Background: an optimization exercise with open tools, aiming at small area. Do not read the settings as production practice.
At most, simulation tests tie the RTL to the original design; equivalence was not proved.
No activity file was given, so power comes from the tool's default toggle rates.

==> inputs of 10-18 <==
Design colmux_scan, start of the top module:
module colmux_scan (
    input  wire        clk_scan,
    input  wire        rst_scan_n,    
    input  wire [4:0]  row_i,         
    input  wire [2:0]  wave_i,        
    input  wire        ack_t_i,       
    output wire        ser_o,
    output wire        srclk_o,
    output wire        rclk_o,
    output wire [15:0] sstat_o,
    output wire        req_t_o,       
    output wire [43:0] bundle_o       
);
make LEC_CHECK=0 CAP_MARGIN=20 CORE_MARGIN=2 CORE_UTILIZATION=40 CTS_BUF_LIST=sky130_fd_sc_hd__clkbuf_4 SLEW_MARGIN=20 finish   # period 10.0 ns
run.sh (not shown) runs the stock make flow with config.mk's settings and CLKGATE_MAP_FILE= SYNTH_SCRIPT=/design/flow/synth_recipe.tcl, a recipe that flattens the netlist after the stock synthesis.
==> 01-12: changes against 10-18 <==
--- a/flow/design.v
+++ b/flow/design.v
@@ -86,13 +86,14 @@
     reg [3:0]  phase;
     reg [3:0]  col;
     reg [3:0]  bitn;
     reg [1:0]  tcnt;
     reg        ser_q, srclk_q, rclk_q;
-    reg [4:0]  rs1, rs2, rs3;             
+    reg [4:0]  rs1, rs2;                  
     reg [5:0]  note;
     reg        gate;
+    reg        gate_nx;                   
     reg [7:0]  pseq;
     reg        fresh;                     
     reg        req_t;
     reg [17:0] src_buf;                   
     reg        pend;
@@ -100,19 +101,20 @@
     reg        ack_s1, ack_s2;
     reg [35:0] ring0, ring1, ring2, ring3;
     reg [2:0]  c40;                       
     wire busy = (req_t != ack_s2);
     wire eval = (phase == PH_EVAL);
+    wire smpl = (phase == PH_SAMPLE);
     wire pub  = (phase == PH_PUBLISH);
     wire col0 = (col == 4'd0);
     wire [2:0] cur0 = fresh ? 3'b000 : ring0[2:0];
     wire [2:0] cur1 = fresh ? 3'b000 : ring1[2:0];
     wire [2:0] cur2 = fresh ? 3'b000 : ring2[2:0];
     wire [2:0] cur3 = fresh ? 3'b000 : ring3[2:0];
     wire [2:0] cur4 = (fresh | ~col0) ? 3'b000 : c40;
     wire [14:0] cur = {cur4, cur3, cur2, cur1, cur0};
-    wire [4:0]  samp = {rs3[4] & col0, rs3[3:0]};
+    wire [4:0]  samp = {rs2[4] & col0, rs2[3:0]};
     reg  [4:0]  fire;
     reg  [14:0] nxt;
     reg  [4:0]  press, rel;
     reg  [5:0]  n1;
     reg         m;
@@ -144,22 +146,22 @@
         m = 1'b0;
         for (r = 0; r < 5; r = r + 1)
             if (rel[r] && idx_of(r, col) == n1) m = 1'b1;
     end
     always @(posedge clk_scan) begin
-        if (eval) begin
+        if (smpl) begin
             ring0 <= {nxt[2:0],   ring0[35:3]};
             ring1 <= {nxt[5:3],   ring1[35:3]};
             ring2 <= {nxt[8:6],   ring2[35:3]};
             ring3 <= {nxt[11:9],  ring3[35:3]};
             if (col0) c40 <= nxt[14:12];
         end
     end
     always @(posedge clk_scan) begin
         rs1 <= row_i;
         rs2 <= rs1;
-        rs3 <= rs2;      
+        if (smpl) gate_nx <= (gate | (|press)) & ~m;
     end
     always @(posedge clk_scan) begin
         case (phase)
             PH_LOAD: begin
                 bitn <= 4'd15;
@@ -223,16 +225,16 @@
                 end
                 PH_L2HIGH: begin
                     if (tcnt == 2'd0) phase <= PH_SAMPLE;
                 end
                 PH_SAMPLE: begin
-                    phase <= PH_EVAL;
+                    note    <= n1;
+                    pseq    <= pseq + {7'd0, |press};
+                    phase   <= PH_EVAL;
                 end
                 PH_EVAL: begin
-                    note <= n1;
-                    gate <= (gate | (|press)) & ~m;
-                    pseq <= pseq + {7'd0, |press};
+                    gate <= gate_nx;
                     if (col == 4'd11) begin
                         phase <= PH_PUBLISH;
                         fresh <= 1'b0;
                     end else begin
                         col   <= col + 1'b1;
==> flow/flow/run.sh (new file) <==
#!/bin/bash
# Standard layout, with a leaner clock tree (larger sink clusters, no dummy
# loads) and the smallest buffer on each port. Logs: flow.log and orfs/logs/.
set -euo pipefail
bash standard.sh \
  "CTS_ARGS=-sink_clustering_enable -repair_clock_nets -sink_clustering_size 24 -sink_clustering_max_diameter 80 -buf_list sky130_fd_sc_hd__clkbuf_16 -dont_use_dummy_load" \
  "BUFFER_PORTS_ARGS=-buffer_cell sky130_fd_sc_hd__buf_1" \
  finish > flow.log 2>&1
==> flow/standard.sh (new file) <==
#!/bin/bash
# synth_recipe.tcl (not shown) runs the flow's synth.tcl, then flattens the netlist and writes it again
# the make line also repeats each setting of config.mk as NAME=value (left out here)
make -C /OpenROAD-flow-scripts/flow DESIGN_CONFIG=/design/flow/config.mk WORK_HOME=/design/flow/orfs CLKGATE_MAP_FILE= SYNTH_SCRIPT=/design/flow/synth_recipe.tcl "${@:-finish}"
Settings changed: CTS_BUF_LIST sky130_fd_sc_hd__clkbuf_4 to unset.
removed: flow/run.sh
==> comparison table <==
|  | 10-18 | 01-12 |
|---|---|---|
| Outcome | complete, no violations | complete, no violations |
| Final cycle utilization of the critical path | 55.1% | 50.4% |
| Fmax | 182 MHz | 198 MHz |
| Worst setup path end | bundle_o[2] | bundle_o[3] |
| Number of global-route vias before repair | 6,157 | 5,347 |
| Share of the synthesized netlist area taken by xor and xnor gates | 1.52% | 1.62% |
| Clock network area share | 7.06% | 3.12% |
| Power Clock | 0.000815 W | 0.000510 W |
| Total standard cell area after synthesis | 9770 µm² | 9710 µm² |
| Total global routing track utilization | 14.7% | 13.8% |
| First-pass GRT wire length | 31,000 µm | 28,800 µm |
| Filler Cell Count | 2,181 | 2,230 |
| Area of all sequential standard cells | 6680 µm² | 6610 µm² |
| Worst EP arrival | 3.51 ns | 3.04 ns |
| Routed met2 length | 8160 µm | 7900 µm |
| Worst clock skew | 0.0415 ns | 0.0179 ns |
| Start point of the critical path | src_buf[1]$_DFFE_PN1P_ | src_buf[0]$_DFFE_PN1P_ |
| Fraction of area in multi-input gates | 23.7% | 25.9% |
| Met2 GRT Util | 21.9% | 20.5% |
| Multi-input combinational gate total | 442 | 429 |
| Highest net fanout along the worst path | 8 | 15 |
The RTL of 01-12 was laid out without a check of its function.

==> inputs of raven <==
Another version of the RTL of colmux_scan (not shown whole).
export LEC_CHECK = 0
export ABC_AREA = 1
export CAP_MARGIN = 20
export CORE_MARGIN = 2
export CORE_UTILIZATION = 40
export SLEW_MARGIN = 20
create_clock -name core_clock -period 10.0 [get_ports {clk_scan}]
standard.sh (not shown) runs the stock make flow with config.mk's settings and CLKGATE_MAP_FILE= SYNTH_SCRIPT=/design/flow/synth_recipe.tcl, a recipe that flattens the netlist after the stock synthesis.
==> flow/flow/run.sh <==
#!/bin/bash
# Standard layout, with a leaner clock tree (larger sink clusters, no dummy
# loads) and the smallest buffer on each port. Logs: flow.log and orfs/logs/.
set -euo pipefail
bash standard.sh \
  "CTS_ARGS=-sink_clustering_enable -repair_clock_nets -sink_clustering_size 10 -sink_clustering_max_diameter 50 -buf_list sky130_fd_sc_hd__clkbuf_4 -dont_use_dummy_load" \
  "BUFFER_PORTS_ARGS=-buffer_cell sky130_fd_sc_hd__buf_1" \
  finish > flow.log 2>&1
==> inputs of delta, as changes to raven <==
==> flow/flow/run.sh (replaced) <==
#!/bin/bash
# Standard layout, with a leaner clock tree (larger sink clusters, no dummy
# loads) and the smallest buffer on each port. Logs: flow.log and orfs/logs/.
set -euo pipefail
bash standard.sh \
  "CTS_ARGS=-sink_clustering_enable -repair_clock_nets -sink_clustering_size 16 -sink_clustering_max_diameter 60 -buf_list sky130_fd_sc_hd__clkbuf_8 -dont_use_dummy_load" \
  "BUFFER_PORTS_ARGS=-buffer_cell sky130_fd_sc_hd__buf_1" \
  finish > flow.log 2>&1
==> qor summary <==
| quantity | delta | raven |
|---|---|---|
| Wire length after detailed routing | 15,510 um | 15,760 um |
| Clock buffer cells | 19 | 29 |
| Peak supply drop | 101.0 uV | 76.02 uV |
| Fmax | 198.6 MHz | 192.6 MHz |
| Reported combinational group power | 21.6 uW | 21.7 uW |
| Switching part of the total power | 19.30% | 20.30% |
| Detail-routed via count per cell | 4.864 | 4.861 |
| Non-Clock Buffer Area Fraction | 2.867% | 2.879% |
| Result of the run | no timing/DRC/antenna violations | no timing/DRC/antenna violations |
| Worst slack on hold paths | 0.3369 ns | 0.3369 ns |
| Number of diodes | 0 | 1 |
| Global routing usage on met1 | 18.74% | 19.05% |
| Layout cells sized above 1 | 8.207% | 9.352% |
| Area growth from synthesis to layout | 6.714% | 6.267% |
| CTS Buf Count | 19 | 29 |
| Power per cell area | 150.8 nW/um2 | 148.5 nW/um2 |
| Power dissipated in the clock network | 439 uW | 409 uW |
| Number of antenna violations at the first check in global routing | 0 | 1 |
| Fillers | 2,149 | 2,173 |
| Number of global-route vias before repair | 4,941 | 5,014 |

==> wip/pepper: inputs <==
Another version of the RTL of colmux_scan (not shown whole).
Settings: LEC_CHECK=0, ABC_AREA=1, CAP_MARGIN=20, CORE_MARGIN=2, CORE_UTILIZATION=65, SLEW_MARGIN=20; clock period 10.0 ns.
==> flow/flow/run.sh <==
#!/bin/bash
# Standard layout, with four changes:
# - synthesis is the standard flow's own, but extract_fa is skipped and ABC maps with an
#   area-oriented script
#   (flow/synth.tcl, flow/abc_amap.script);
# - every combinational cell starts from its smallest drive after floorplan
#   (flow/downsize.tcl; repair_design later upsizes or buffers where needed);
# - a leaner clock tree (clkbuf_4 clusters of at most 10 sinks, no dummy loads);
# - the smallest buffer on each port.
# Logs: flow.log here and ORFS's own logs under orfs/logs/.
set -euo pipefail
bash standard.sh \
  "SYNTH_SCRIPT=$PWD/flow/synth.tcl" \
  "POST_FLOORPLAN_TCL=$PWD/flow/downsize.tcl" \
  "CTS_ARGS=-sink_clustering_enable -repair_clock_nets -sink_clustering_size 6 -sink_clustering_max_diameter 30 -buf_list sky130_fd_sc_hd__clkbuf_2 -dont_use_dummy_load" \
  "BUFFER_PORTS_ARGS=-buffer_cell sky130_fd_sc_hd__buf_1" \
  finish > flow.log 2>&1
==> flow/flow/abc_amap.script <==
strash
dch -f
amap
topo
Other scripts of this flow, unchanged in this note and not shown: flow/flow/downsize.tcl, flow/flow/synth.tcl
==> wip/juniper (differences from wip/pepper) <==
--- a/flow/flow/run.sh
+++ b/flow/flow/run.sh
@@ -7,3 +7,4 @@
 #   (flow/downsize.tcl; repair_design later upsizes or buffers where needed);
-# - a leaner clock tree (clkbuf_4 clusters of at most 10 sinks, no dummy loads);
+# - a leaner clock tree (clkbuf_4 clusters of at most 10 sinks within 80 um,
+#   no dummy loads);
 # - the smallest buffer on each port.
@@ -14,3 +15,3 @@
   "POST_FLOORPLAN_TCL=$PWD/flow/downsize.tcl" \
-  "CTS_ARGS=-sink_clustering_enable -repair_clock_nets -sink_clustering_size 6 -sink_clustering_max_diameter 30 -buf_list sky130_fd_sc_hd__clkbuf_2 -dont_use_dummy_load" \
+  "CTS_ARGS=-sink_clustering_enable -repair_clock_nets -sink_clustering_size 10 -sink_clustering_max_diameter 80 -buf_list sky130_fd_sc_hd__clkbuf_4 -dont_use_dummy_load" \
   "BUFFER_PORTS_ARGS=-buffer_cell sky130_fd_sc_hd__buf_1" \
==> flow/flow/abc_amap.script (replaced) <==
strash
dch -f
amap
mfs3 -ae
topo
Settings changed: CORE_UTILIZATION 65 to 80.
==> implementation parameters <==
Parameter                              Value

Status
  Outcome ... no timing/DRC/antenna violations

Yosys
  Synth top area share ... 0.587

Finish
  Post-layout net count ... 679

Die
  Number of tap instances ... 172
  Die Wd ... 117 um
  Die area ... 13800 um^2

STA
  Worst clock skew on the final layout ... ~0.087 ns
  Period utilization ... 0.618
  Top achievable clock speed ... 0.162 GHz

Clock tree
  Library cell used as clock root buffer ... sky130_fd_sc_hd__clkbuf_2

Detailed routing
  Post-route met1 wirelength ... around 6300 um
  Via density per instance ... 5.66
-- figures above: wip/pepper

==> implementation parameters <==
Parameter                              Value

Status
  Outcome ... no timing/DRC/antenna violations

Detailed routing
  Post-route met1 wirelength ... 6550 um
  Via density per instance ... 6.59

Die
  Die area ... 11200 um^2
  Number of tap instances ... between 100 and 150

Clock tree
  Library cell used as clock root buffer ... sky130_fd_sc_hd__clkbuf_4

Yosys
  Synth top area share ... 0.588

STA
  Top achievable clock speed ... 0.163 GHz
  Period utilization ... 0.615
  Worst clock skew on the final layout ... ~0.057 ns

Finish
  Post-layout net count ... approximately 650

Placed design
  Number of port buffers ... 66

Power
  Net Sw Power ... 0.288 mW
-- figures above: wip/juniper


==> v29 <==
Another version of the RTL of colmux_scan (not shown whole).
==> flow/design.v (excerpt) <==
module colmux_scan(clk_scan, rst_scan_n, row_i, wave_i, ack_t_i, ser_o, srclk_o, rclk_o, sstat_o, req_t_o, bundle_o);
==> flow/config.mk <==
export PLATFORM = sky130hd
export DESIGN_NAME = colmux_scan
export DESIGN_NICKNAME = colmux_scan
export VERILOG_FILES = /design/flow/design.v
export SDC_FILE = /design/flow/constraint.sdc
export NUM_CORES = 4
export LEC_CHECK = 0
export ABC_AREA = 1
export CAP_MARGIN = 20
export CORE_MARGIN = 2
export CORE_UTILIZATION = 65
export SLEW_MARGIN = 20
==> flow/constraint.sdc <==
create_clock -name core_clock -period 10.0 [get_ports {clk_scan}]
set_input_delay 2.0000 -clock core_clock [delete_from_list [all_inputs] [get_ports {clk_scan}]]
set_output_delay 2.0000 -clock core_clock [all_outputs]
set_load 0.01 [all_outputs]
==> flow/flow/run.sh <==
#!/bin/bash
# Standard layout, with four changes:
# - synthesis is the standard flow's own, but extract_fa is skipped and ABC maps with an
#   area-oriented script
#   (flow/synth.tcl, flow/abc_amap.script);
# - every combinational cell starts from its smallest drive after floorplan
#   (flow/downsize.tcl; repair_design later upsizes or buffers where needed);
# - a leaner clock tree (clkbuf_4 clusters of at most 10 sinks within 80 um,
#   no dummy loads);
# - the smallest buffer on each port.
# Logs: flow.log here and ORFS's own logs under orfs/logs/.
set -euo pipefail
bash standard.sh \
  "SYNTH_SCRIPT=$PWD/flow/synth.tcl" \
  "POST_FLOORPLAN_TCL=$PWD/flow/downsize.tcl" \
  "CTS_ARGS=-sink_clustering_enable -repair_clock_nets -sink_clustering_size 10 -sink_clustering_max_diameter 80 -buf_list sky130_fd_sc_hd__clkbuf_4 -dont_use_dummy_load" \
  "BUFFER_PORTS_ARGS=-buffer_cell sky130_fd_sc_hd__buf_1" \
  finish > flow.log 2>&1
==> flow/flow/synth.tcl <==
# The standard synthesis (synth_recipe.tcl in the work folder, run
# unchanged), except for the combinational mapping: Yosys's extract_fa (which
# pulls XOR/AND pairs out as half/full adder cells before ABC sees them) is
# skipped, and ABC maps with an area-oriented script (abc_amap.script beside
# this file) instead of ORFS's abc_area/abc_speed script. Registers are
# mapped before ABC runs, so their names and cell types are those of the
# standard synthesis.
set flow_dir [file dirname [file normalize [info script]]]
set ::amap_script [file join $flow_dir abc_amap.script]
proc abc {args} {
  set i [lsearch -exact $args -script]
  if {$i >= 0 && [regexp {abc_(area|speed)\.script$} [lindex $args [expr {$i + 1}]]]} {
    lset args [expr {$i + 1}] $::amap_script
    puts "flow/synth.tcl: ABC script replaced by $::amap_script"
  }
  yosys abc {*}$args
}
proc extract_fa {args} {
  puts "flow/synth.tcl: extract_fa skipped"
}
source [file join [file dirname $flow_dir] synth_recipe.tcl]
Other scripts of this flow, unchanged in this note and not shown: flow/flow/abc_amap.script, flow/flow/downsize.tcl
==> v2: changes against v29 <==
--- a/flow/config.mk
+++ b/flow/config.mk
@@ -8,5 +8,5 @@
 export ABC_AREA = 1
-export CAP_MARGIN = 20
+export CAP_MARGIN = 0
 export CORE_MARGIN = 2
 export CORE_UTILIZATION = 65
-export SLEW_MARGIN = 20
+export SLEW_MARGIN = 0
==> v22: changes against v29 <==
--- a/flow/flow/run.sh
+++ b/flow/flow/run.sh
@@ -2,5 +2,5 @@
 # Standard layout, with four changes:
-# - synthesis is the standard flow's own, but extract_fa is skipped and ABC maps with an
-#   area-oriented script
-#   (flow/synth.tcl, flow/abc_amap.script);
+# - synthesis is the standard flow's own, except for the combinational mapping: no quick
+#   ABC pass inside Yosys's synth, no extract_fa, and ABC maps with an
+#   area-oriented script (flow/synth.tcl, flow/abc_amap.script);
 # - every combinational cell starts from its smallest drive after floorplan
==> flow/flow/synth.tcl (replaced) <==
# The standard synthesis (the commands of synth_recipe.tcl, around ORFS's
# synth.tcl), with three changes to the combinational mapping only:
# - Yosys's synth runs with -noabc (no quick ABC pass on generic gates);
# - Yosys's extract_fa is skipped (it would pull XOR/AND pairs out as
#   half/full adder cells before ABC sees them);
# - ABC maps with an area-oriented script (abc_amap.script beside this file)
#   instead of ORFS's abc_area/abc_speed script.
# fsm and share stay off, and registers are mapped before ABC runs, so their
# names and cell types are those of the standard synthesis.
set flow_dir [file dirname [file normalize [info script]]]
set ::amap_script [file join $flow_dir abc_amap.script]
proc abc {args} {
  set i [lsearch -exact $args -script]
  if {$i >= 0 && [regexp {abc_(area|speed)\.script$} [lindex $args [expr {$i + 1}]]]} {
    lset args [expr {$i + 1}] $::amap_script
    puts "flow/synth.tcl: ABC script replaced by $::amap_script"
  }
  yosys abc {*}$args
}
proc extract_fa {args} {
  puts "flow/synth.tcl: extract_fa skipped"
}
proc synth {args} { yosys synth -nofsm -noshare -noabc {*}$args }
source $::env(SCRIPTS_DIR)/synth.tcl
# left out here: clear keep_hierarchy, flatten, clean up, hide names made inside functions, write 1_2_yosys.v
==> summary.txt <==
In v22 the wire length is larger than in v29, by 0.21%.
In v22 the maximum frequency is larger than in v2, by 0.30%.
In v22 the synthesized cell count is lower than in v2, by about 0.35%.
Against v22, the critical path depth of v29 is higher by 2.
Sequential power is about the same in v22 and v29.
Cell count is about the same in v22 and v2.
First-iteration DRC count is the same in v2 and v29.
In sequential cell count, v22 and v2 do not differ.
Global-route usage is the same in v29 and v2.
Worst hold slack: v22 is better than v2 (0.014 ns).
==> figures <==
                                                                   v2             v29             v22
Clock group power                                            0.385 mW        0.385 mW        0.387 mW
Non-filler instance count after layout                            817             817             816
Average cell area after synthesis                          14.5 sq um      14.5 sq um      14.5 sq um
Layout cells sized above 1                                      5.74%           5.74%           6.06%
Cell occurring most often along the worst timing path          nor2_1          nor2_1               -
Met1 Use GR                                                     26.2%           26.2%           27.8%
Met3 routing resource usage after global routing                3.60%           3.60%           4.27%
Global-route wire length before repair                       20200 um        20200 um        20400 um
Fin crit share                                                  63.1%           63.1%           62.9%
Critical Path Stages                                               18              18              16
Net total in the final layout                                     658             658             657
Switching Fraction                                              19.2%           19.2%           19.3%
Met2 track demand over resource                                 31.8%           31.8%           29.9%
P_int                                                         1.14 mW         1.14 mW         1.14 mW
Outcome                                                finished clean  finished clean  finished clean
Origin of the worst min-delay path                             rs1[1]          rs1[1]          rs1[0]
Seq/Total Area, Yosys                                           78.2%           78.2%           78.3%
Routed vias                                                      4562            4562            4658
Fill cell count                                                   881             881             852
Starting Density                                                66.1%           66.1%           66.3%
Mapped Cells                                                      574             574             572
Minimum period implied by the final worst setup slack         6.31 ns         6.31 ns         6.29 ns

-- separate check: timing with driven ports --
In the flow no input, the clock included, has a driving cell. The finished layouts below were timed again as built, in two steps.
Step 1 sets driving cells, clkbuf_16 on the clock port and buf_2 on the other inputs (assumed; they add their load-dependent delay and slew).
Step 2 moves the port delays by t, midway between the first and last clock arrival at a register: inputs arrive t later, outputs are due t later. That takes back most of the time a late clock gives input paths.
Slacks: ideal ports / drivers / drivers and shift; pairs: ideal ports / drivers.
run	t (ns)	setup WS [ns]	clock arrival spread, ns
10-18	0.691	4.493 / 4.456 / 5.147	0.043 / 0.043
01-12	0.498	4.958 / 4.918 / 5.416	0.018 / 0.018
raven	0.664	4.808 / 4.771 / 5.435	0.043 / 0.042
delta	0.517	4.964 / 4.926 / 5.443	0.054 / 0.054
wip/pepper	0.740	3.824 / 3.791 / 4.531	0.089 / 0.088
wip/juniper	0.615	3.847 / 3.812 / 4.426	0.065 / 0.065
v29	0.623	3.689 / 3.657 / 4.279	0.091 / 0.091
v2	0.623	3.689 / 3.657 / 4.279	0.091 / 0.091
v22	0.619	3.708 / 3.677 / 4.296	0.056 / 0.056
After both steps every run listed still meets setup and hold.
